This design comes from an exercise in tuning for a short achievable clock period and few clock cycles on the open sky130 flow, not from production work. In this exercise RTL edits were held to simulation tests only and were not proved equivalent to the original. Power is estimated from default activity; no workload was simulated.

==> inputs of onyx <==
## pgrf
module pgrf (
    input  wire        clk,
    input  wire        rst,
    input  wire        req_valid,
    output wire        req_ready,
    input  wire [31:0] req_cmd,
    input  wire [63:0] req_data,
    output wire        rsp_valid,
    input  wire        rsp_ready,
    output wire [1:0]  rsp_status,
    output wire [63:0] rsp_data
);
export LEC_CHECK = 0
export CAP_MARGIN = 20
export CORE_MARGIN = 2
export CORE_UTILIZATION = 40
export PLACE_DENSITY = 0.6
export SLEW_MARGIN = 20
create_clock -name core_clock -period 20.0 [get_ports {clk}]
run.sh (not shown) runs the stock make flow with config.mk's settings and CLKGATE_MAP_FILE= SYNTH_SCRIPT=/design/flow/synth_recipe.tcl, a recipe that flattens the netlist after the stock synthesis.
==> maple (differences from onyx) <==
--- a/flow/design.v
+++ b/flow/design.v
@@ -576,23 +576,23 @@
     reg        in_v;
     reg [31:0] in_cmd;
     reg [63:0] in_data;
     reg [31:0] pf_cmd;
     reg [63:0] pf_data;
     reg [63:0] lo, hi;
-    reg [1:0]  rsp_status_q;
-    reg [63:0] rsp_data_q;
+    reg [1:0]  rsp_status_q, rsp_status_h;
+    reg [63:0] rsp_data_q, rsp_data_h;
     assign rsp_status = rsp_status_q;
     assign rsp_data   = rsp_data_q;
-    reg s1_v, s2_v;
-    wire empty   = !s1_v && !s2_v;
+    reg s1_v, rdy;
+    wire empty   = !s1_v && !rdy;
     wire match   = (pf_cmd == in_cmd) && (pf_data == in_data);
     wire restart = acc_q && !empty && !match;
     wire start   = !rst_q && in_v &&
                    ((!ph_busy && empty) || (acc_q && (empty || !match)));
-    wire commit  = ph_busy && s2_v && !restart;
+    wire commit  = ph_busy && (s1_v || rdy) && !restart;
     always @(posedge clk) begin
         in_v    <= req_valid;
         in_cmd  <= req_cmd;
         in_data <= req_data;
         rst_q   <= rst;
         acc_q   <= req_valid && ph_idle && !rst;
@@ -624,13 +624,14 @@
     reg [63:0] g_lo, g_hi;       
     reg [63:0] p_lo, p_hi;       
     reg [12:0] therm;            
     reg [23:0] pmoves;           
     reg [7:0]  co, cs, clo, chi;
     reg [12:0] ct;
-    reg [3:0]  k;
+    reg [63:0] cg;
+    reg [7:0]  cnt;
     integer    c, r, s;
     always @(*) begin
         g_lo = 64'd0; g_hi = 64'd0;
         p_lo = 64'd0; p_hi = 64'd0;
         therm = 13'd0;
         pmoves = 24'd0;
@@ -650,20 +651,22 @@
                     p_hi[r*8 + c] = chi[(r < 7) ? r + 1 : 7];
                 end else if (!cs[r]) begin
                     p_lo[r*8 + c] = clo[r];
                     p_hi[r*8 + c] = chi[r];
                 end
             end
-            k = 4'd0;
+            cnt = 8'd1;
             for (s = 0; s < 8; s = s + 1) begin
                 for (r = 0; r < 8; r = r + 1)
-                    if (co[s] && k == r) begin
-                        g_lo[r*8 + c] = clo[s];
-                        g_hi[r*8 + c] = chi[s];
-                    end
-                k = k + co[s];
+                    cg[r*8 + s] = co[s] && cnt[r];
+                if (co[s])
+                    cnt = {cnt[6:0], 1'b0};
+            end
+            for (r = 0; r < 8; r = r + 1) begin
+                g_lo[r*8 + c] = |(cg[r*8 +: 8] & clo);
+                g_hi[r*8 + c] = |(cg[r*8 +: 8] & chi);
             end
         end
     end
     reg [63:0] n_lo, n_hi;
     always @(*) begin
         n_lo = lo;
@@ -739,29 +742,29 @@
             OPC_RDLO:  d2 = lo;
             OPC_RDHI:  d2 = hi;
             default: ;
             endcase
         end
     end
-    reg [63:0] s2_data;
-    reg [1:0]  s2_status;
-    always @(posedge clk) begin
-        s2_v <= !rst_q && !commit && !restart && (s1_v || s2_v);
-        if (s1_v) begin
-            s2_data   <= d2;
-            s2_status <= s1_status;
-        end
-    end
+    always @(posedge clk)
+        rdy <= !rst_q && !commit && !restart && (s1_v || rdy);
     always @(posedge clk) begin
         if (rst_q) begin
             lo <= 64'd0;
             hi <= 64'd0;
         end else if (commit) begin
             lo <= s1_lo;
             hi <= s1_hi;
         end
         if (commit) begin
-            rsp_status_q <= s2_status;
-            rsp_data_q   <= s2_data;
+            rsp_status_h <= s1_status;
+            rsp_data_h   <= d2;
+        end
+        if (commit || !ph_resp) begin
+            rsp_status_q <= s1_status;
+            rsp_data_q   <= d2;
+        end else begin
+            rsp_status_q <= rsp_status_h;
+            rsp_data_q   <= rsp_data_h;
         end
     end
 endmodule
==> flow/flow/run.sh (new file) <==
#!/bin/bash
# The standard layout, with timing repair aiming well below the clock
# period (setup margin), so the resizer shortens every path it can.
# make's full output goes to flow_make.log; ORFS keeps each step's tool
# log under orfs/logs/.
set -euo pipefail
bash standard.sh SETUP_SLACK_MARGIN=16 finish > flow_make.log 2>&1
==> flow/standard.sh (new file) <==
#!/bin/bash
# synth_recipe.tcl (not shown) runs the flow's synth.tcl, then flattens the netlist and writes it again
# the make line also repeats each setting of config.mk as NAME=value (left out here)
make -C /OpenROAD-flow-scripts/flow DESIGN_CONFIG=/design/flow/config.mk WORK_HOME=/design/flow/orfs CLKGATE_MAP_FILE= SYNTH_SCRIPT=/design/flow/synth_recipe.tcl "${@:-finish}"
==> flow/config.mk (replaced) <==
export PLATFORM = sky130hd
export DESIGN_NAME = pgrf
export DESIGN_NICKNAME = pgrf
export VERILOG_FILES = /design/flow/design.v
export SDC_FILE = /design/flow/constraint.sdc
export NUM_CORES = 4
export LEC_CHECK = 0
export CAP_MARGIN = 35
export CORE_MARGIN = 2
export CORE_UTILIZATION = 25
export PLACE_DENSITY = 0.45
export SLEW_MARGIN = 30
removed: flow/run.sh
==> harbor (differences from onyx) <==
--- a/flow/design.v
+++ b/flow/design.v
@@ -576,23 +576,23 @@
     reg        in_v;
     reg [31:0] in_cmd;
     reg [63:0] in_data;
     reg [31:0] pf_cmd;
     reg [63:0] pf_data;
     reg [63:0] lo, hi;
-    reg [1:0]  rsp_status_q;
-    reg [63:0] rsp_data_q;
+    reg [1:0]  rsp_status_q, rsp_status_h;
+    reg [63:0] rsp_data_q, rsp_data_h;
     assign rsp_status = rsp_status_q;
     assign rsp_data   = rsp_data_q;
-    reg s1_v, s2_v;
-    wire empty   = !s1_v && !s2_v;
+    reg s1_v, rdy;
+    wire empty   = !s1_v && !rdy;
     wire match   = (pf_cmd == in_cmd) && (pf_data == in_data);
     wire restart = acc_q && !empty && !match;
     wire start   = !rst_q && in_v &&
                    ((!ph_busy && empty) || (acc_q && (empty || !match)));
-    wire commit  = ph_busy && s2_v && !restart;
+    wire commit  = ph_busy && (s1_v || rdy) && !restart;
     always @(posedge clk) begin
         in_v    <= req_valid;
         in_cmd  <= req_cmd;
         in_data <= req_data;
         rst_q   <= rst;
         acc_q   <= req_valid && ph_idle && !rst;
@@ -624,13 +624,14 @@
     reg [63:0] g_lo, g_hi;       
     reg [63:0] p_lo, p_hi;       
     reg [12:0] therm;            
     reg [23:0] pmoves;           
     reg [7:0]  co, cs, clo, chi;
     reg [12:0] ct;
-    reg [3:0]  k;
+    reg [63:0] cg;
+    reg [7:0]  cnt;
     integer    c, r, s;
     always @(*) begin
         g_lo = 64'd0; g_hi = 64'd0;
         p_lo = 64'd0; p_hi = 64'd0;
         therm = 13'd0;
         pmoves = 24'd0;
@@ -650,20 +651,22 @@
                     p_hi[r*8 + c] = chi[(r < 7) ? r + 1 : 7];
                 end else if (!cs[r]) begin
                     p_lo[r*8 + c] = clo[r];
                     p_hi[r*8 + c] = chi[r];
                 end
             end
-            k = 4'd0;
+            cnt = 8'd1;
             for (s = 0; s < 8; s = s + 1) begin
                 for (r = 0; r < 8; r = r + 1)
-                    if (co[s] && k == r) begin
-                        g_lo[r*8 + c] = clo[s];
-                        g_hi[r*8 + c] = chi[s];
-                    end
-                k = k + co[s];
+                    cg[r*8 + s] = co[s] && cnt[r];
+                if (co[s])
+                    cnt = {cnt[6:0], 1'b0};
+            end
+            for (r = 0; r < 8; r = r + 1) begin
+                g_lo[r*8 + c] = |(cg[r*8 +: 8] & clo);
+                g_hi[r*8 + c] = |(cg[r*8 +: 8] & chi);
             end
         end
     end
     reg [63:0] n_lo, n_hi;
     always @(*) begin
         n_lo = lo;
@@ -739,29 +742,29 @@
             OPC_RDLO:  d2 = lo;
             OPC_RDHI:  d2 = hi;
             default: ;
             endcase
         end
     end
-    reg [63:0] s2_data;
-    reg [1:0]  s2_status;
-    always @(posedge clk) begin
-        s2_v <= !rst_q && !commit && !restart && (s1_v || s2_v);
-        if (s1_v) begin
-            s2_data   <= d2;
-            s2_status <= s1_status;
-        end
-    end
+    always @(posedge clk)
+        rdy <= !rst_q && !commit && !restart && (s1_v || rdy);
     always @(posedge clk) begin
         if (rst_q) begin
             lo <= 64'd0;
             hi <= 64'd0;
         end else if (commit) begin
             lo <= s1_lo;
             hi <= s1_hi;
         end
         if (commit) begin
-            rsp_status_q <= s2_status;
-            rsp_data_q   <= s2_data;
+            rsp_status_h <= s1_status;
+            rsp_data_h   <= d2;
+        end
+        if (commit || !ph_resp) begin
+            rsp_status_q <= s1_status;
+            rsp_data_q   <= d2;
+        end else begin
+            rsp_status_q <= rsp_status_h;
+            rsp_data_q   <= rsp_data_h;
         end
     end
 endmodule
==> flow/flow/run.sh (new file) <==
#!/bin/bash
# The standard layout, with timing repair aiming well below the clock
# period (setup margin), so the resizer shortens every path it can.
# make's full output goes to flow_make.log; ORFS keeps each step's tool
# log under orfs/logs/.
set -euo pipefail
bash standard.sh SETUP_SLACK_MARGIN=16 finish > flow_make.log 2>&1
==> flow/standard.sh (new file) <==
#!/bin/bash
# synth_recipe.tcl (not shown) runs the flow's synth.tcl, then flattens the netlist and writes it again
# the make line also repeats each setting of config.mk as NAME=value (left out here)
make -C /OpenROAD-flow-scripts/flow DESIGN_CONFIG=/design/flow/config.mk WORK_HOME=/design/flow/orfs CLKGATE_MAP_FILE= SYNTH_SCRIPT=/design/flow/synth_recipe.tcl "${@:-finish}"
==> flow/config.mk (replaced) <==
export PLATFORM = sky130hd
export DESIGN_NAME = pgrf
export DESIGN_NICKNAME = pgrf
export VERILOG_FILES = /design/flow/design.v
export SDC_FILE = /design/flow/constraint.sdc
export NUM_CORES = 4
export LEC_CHECK = 0
export CAP_MARGIN = 35
export CORE_MARGIN = 2
export CORE_UTILIZATION = 32
export PLACE_DENSITY = 0.5
export SLEW_MARGIN = 30
removed: flow/run.sh
==> indigo (differences from onyx) <==
--- a/flow/design.v
+++ b/flow/design.v
@@ -624,13 +624,14 @@
     reg [63:0] g_lo, g_hi;       
     reg [63:0] p_lo, p_hi;       
     reg [12:0] therm;            
     reg [23:0] pmoves;           
     reg [7:0]  co, cs, clo, chi;
     reg [12:0] ct;
-    reg [3:0]  k;
+    reg [63:0] cg;
+    reg [7:0]  cnt;
     integer    c, r, s;
     always @(*) begin
         g_lo = 64'd0; g_hi = 64'd0;
         p_lo = 64'd0; p_hi = 64'd0;
         therm = 13'd0;
         pmoves = 24'd0;
@@ -650,20 +651,22 @@
                     p_hi[r*8 + c] = chi[(r < 7) ? r + 1 : 7];
                 end else if (!cs[r]) begin
                     p_lo[r*8 + c] = clo[r];
                     p_hi[r*8 + c] = chi[r];
                 end
             end
-            k = 4'd0;
+            cnt = 8'd1;
             for (s = 0; s < 8; s = s + 1) begin
                 for (r = 0; r < 8; r = r + 1)
-                    if (co[s] && k == r) begin
-                        g_lo[r*8 + c] = clo[s];
-                        g_hi[r*8 + c] = chi[s];
-                    end
-                k = k + co[s];
+                    cg[r*8 + s] = co[s] && cnt[r];
+                if (co[s])
+                    cnt = {cnt[6:0], 1'b0};
+            end
+            for (r = 0; r < 8; r = r + 1) begin
+                g_lo[r*8 + c] = |(cg[r*8 +: 8] & clo);
+                g_hi[r*8 + c] = |(cg[r*8 +: 8] & chi);
             end
         end
     end
     reg [63:0] n_lo, n_hi;
     always @(*) begin
         n_lo = lo;
==> flow/config.mk (replaced) <==
export PLATFORM = sky130hd
export DESIGN_NAME = pgrf
export DESIGN_NICKNAME = pgrf
export VERILOG_FILES = /design/flow/design.v
export SDC_FILE = /design/flow/constraint.sdc
export NUM_CORES = 4
export LEC_CHECK = 0
export CAP_MARGIN = 20
export CORE_MARGIN = 2
export CORE_UTILIZATION = 30
export PLACE_DENSITY = 0.5
export SLEW_MARGIN = 20
==> impl_metrics.tcl <==
set metrics [dict create \
    power.density_mw_per_mm2 66.2 \
    wl_met2_um 107000 \
    finalPower_uw 3400 \
    clk_latency_ns 0.74 \
    layout.cells.non_filler 7283 \
    area_growth_syn_to_layout_pct 14.8 \
    status "no timing/DRC/antenna violations" \
    avgSynthCellArea_um2 8.44 \
    multi_input_area_mm2 0.0258 \
]
That was indigo.
==> impl_metrics.tcl <==
set metrics [dict create \
    status "no timing/DRC/antenna violations" \
    worstPathMaxFanout 1 \
    power.density_mw_per_mm2 70.5 \
    avgSynthCellArea_um2 8.32 \
    wl_met2_um 113000 \
    powerSeq_uw 1460 \
    multi_input_area_mm2 0.0274 \
    area_growth_syn_to_layout_pct 21.0 \
    finalPower_uw 3830 \
    clk_latency_ns 0.76 \
]
That was maple.
==> impl_metrics.tcl <==
set metrics [dict create \
    status "no timing/DRC/antenna violations" \
    wl_met2_um 107000 \
    multi_input_area_mm2 0.0274 \
    finalPower_uw 3770 \
    avgSynthCellArea_um2 8.32 \
    synth_seq_cells 627 \
    area_growth_syn_to_layout_pct 19.3 \
    power.density_mw_per_mm2 70.4 \
    clk_latency_ns 0.75 \
    layout.cells.non_filler 7400 \
]
That was harbor.
==> impl_metrics.tcl <==
set metrics [dict create \
    status "complete, but fails checks" \
    violations "antenna rules" \
    clk_latency_ns 0.69 \
    area_growth_syn_to_layout_pct 12.0 \
    avgSynthCellArea_um2 8.57 \
    layout.cells.non_filler 7593 \
    ant_nets 2 \
    finalPower_uw 3320 \
]
That was onyx.
Testbench counts of onyx, summed over its fixed seeds: cycles 17,422.
Testbench counts of maple, summed over its fixed seeds: cycles 17,414.
Testbench counts of harbor, summed over its fixed seeds: cycles 17,414.
Testbench counts of indigo, summed over its fixed seeds: cycles 17,422.

* * *

==> inputs of run M <==
RTL: one of the versions met above, not the one the previous note started from.
==> flow/config.mk <==
export PLATFORM = sky130hd
export DESIGN_NAME = pgrf
export DESIGN_NICKNAME = pgrf
export VERILOG_FILES = /design/flow/design.v
export SDC_FILE = /design/flow/constraint.sdc
export NUM_CORES = 4
export LEC_CHECK = 0
export CAP_MARGIN = 20
export CORE_MARGIN = 2
export CORE_UTILIZATION = 25
export PLACE_DENSITY = 0.45
export SLEW_MARGIN = 20
==> flow/constraint.sdc <==
create_clock -name core_clock -period 20.0 [get_ports {clk}]
set_input_delay 4.0000 -clock core_clock [delete_from_list [all_inputs] [get_ports {clk}]]
set_output_delay 4.0000 -clock core_clock [all_outputs]
set_load 0.01 [all_outputs]
standard.sh (not shown) runs the stock make flow with config.mk's settings and CLKGATE_MAP_FILE= SYNTH_SCRIPT=/design/flow/synth_recipe.tcl, a recipe that flattens the netlist after the stock synthesis.
==> flow/flow/run.sh <==
#!/bin/bash
# The standard layout, with timing repair aiming well below the clock
# period (setup margin), so the resizer shortens every path it can.
# make's full output goes to flow_make.log; ORFS keeps each step's tool
# log under orfs/logs/.
set -euo pipefail
bash standard.sh SETUP_SLACK_MARGIN=16 finish > flow_make.log 2>&1
==> inputs of run C, as changes to run M <==
--- a/flow/design.v
+++ b/flow/design.v
@@ -575,25 +575,25 @@
     assign rsp_valid = ph_resp;
     reg        in_v;
     reg [31:0] in_cmd;
     reg [63:0] in_data;
     reg [31:0] pf_cmd;
     reg [63:0] pf_data;
     reg [63:0] lo, hi;
-    reg [1:0]  rsp_status_q, rsp_status_h;
-    reg [63:0] rsp_data_q, rsp_data_h;
+    reg [1:0]  rsp_status_q;
+    reg [63:0] rsp_data_q;
     assign rsp_status = rsp_status_q;
     assign rsp_data   = rsp_data_q;
-    reg s1_v, rdy;
-    wire empty   = !s1_v && !rdy;
+    reg s1_v, s2_v;
+    wire empty   = !s1_v && !s2_v;
     wire match   = (pf_cmd == in_cmd) && (pf_data == in_data);
     wire restart = acc_q && !empty && !match;
     wire start   = !rst_q && in_v &&
                    ((!ph_busy && empty) || (acc_q && (empty || !match)));
-    wire commit  = ph_busy && (s1_v || rdy) && !restart;
+    wire commit  = ph_busy && s2_v && !restart;
     always @(posedge clk) begin
         in_v    <= req_valid;
         in_cmd  <= req_cmd;
         in_data <= req_data;
         rst_q   <= rst;
         acc_q   <= req_valid && ph_idle && !rst;
         if (rst) begin
@@ -741,30 +741,30 @@
             OPC_XPOSE: d2 = xpose(pf_data);
             OPC_RDLO:  d2 = lo;
             OPC_RDHI:  d2 = hi;
             default: ;
             endcase
         end
     end
-    always @(posedge clk)
-        rdy <= !rst_q && !commit && !restart && (s1_v || rdy);
+    reg [63:0] s2_data;
+    reg [1:0]  s2_status;
+    always @(posedge clk) begin
+        s2_v <= !rst_q && !commit && !restart && (s1_v || s2_v);
+        if (s1_v) begin
+            s2_data   <= d2;
+            s2_status <= s1_status;
+        end
+    end
     always @(posedge clk) begin
         if (rst_q) begin
             lo <= 64'd0;
             hi <= 64'd0;
         end else if (commit) begin
             lo <= s1_lo;
             hi <= s1_hi;
         end
         if (commit) begin
-            rsp_status_h <= s1_status;
-            rsp_data_h   <= d2;
-        end
-        if (commit || !ph_resp) begin
-            rsp_status_q <= s1_status;
-            rsp_data_q   <= d2;
-        end else begin
-            rsp_status_q <= rsp_status_h;
-            rsp_data_q   <= rsp_data_h;
+            rsp_status_q <= s2_status;
+            rsp_data_q   <= s2_data;
         end
     end
 endmodule
==> flow/flow/run.sh (replaced) <==
#!/bin/bash
# The standard layout, with timing repair aiming well below the clock
# period (setup margin), so the resizer shortens every path it can.
# make's full output goes to flow_make.log; ORFS keeps each step's tool
# log under orfs/logs/.
set -euo pipefail
bash standard.sh SETUP_SLACK_MARGIN=15.5 finish > flow_make.log 2>&1
==> notes <==
In run M the utilization is higher than in run C, by 0.91 points.
Of run C and run M, run M has the higher non-clock buffer count (gap 61).
Of run C and run M, run M has the higher count of clock-buffer cells in the layout (gap 10).
Clock power is about the same in run M and run C.
Testbench counts of run M, summed over its fixed seeds: cycles 17,414.
Testbench counts of run C, summed over its fixed seeds: cycles 17,422.

port drivers added, routing unchanged:
The results above use ideal ports. As a check the final layouts listed here were re-extracted and re-timed, cells and wires unchanged.
Step 1, drivers: a clkbuf_16 drives clk and a buf_2 each remaining input, both assumed.
Step 2, shift: input delay + t, output delay - t, t = (earliest + latest rising clock arrival at the registers) / 2. This alone moves slack from input paths to output paths.
Three values: ideal ports, drivers, drivers and shift; two values: the first two.
run | shift t [ns] | setup WS [ns] | hold slack, ns | worst data-port slew with drivers (ns)
onyx | 0.744 | 13.711 / 13.711 / 13.711 | 0.417 / 0.417 / 0.417 | 0.09
maple | 0.810 | 14.841 / 14.757 / 15.232 | 0.444 / 0.444 / 0.444 | 0.10
harbor | 0.787 | 14.802 / 14.729 / 15.301 | 0.432 / 0.432 / 0.432 | 0.12
indigo | 0.800 | 14.374 / 14.289 / 14.794 | 0.412 / 0.412 / 0.412 | 0.07
run M | 0.805 | 14.848 / 14.760 / 15.246 | 0.443 / 0.443 / 0.443 | 0.11
run C | 0.809 | 14.687 / 14.601 / 15.097 | 0.404 / 0.404 / 0.404 | 0.09
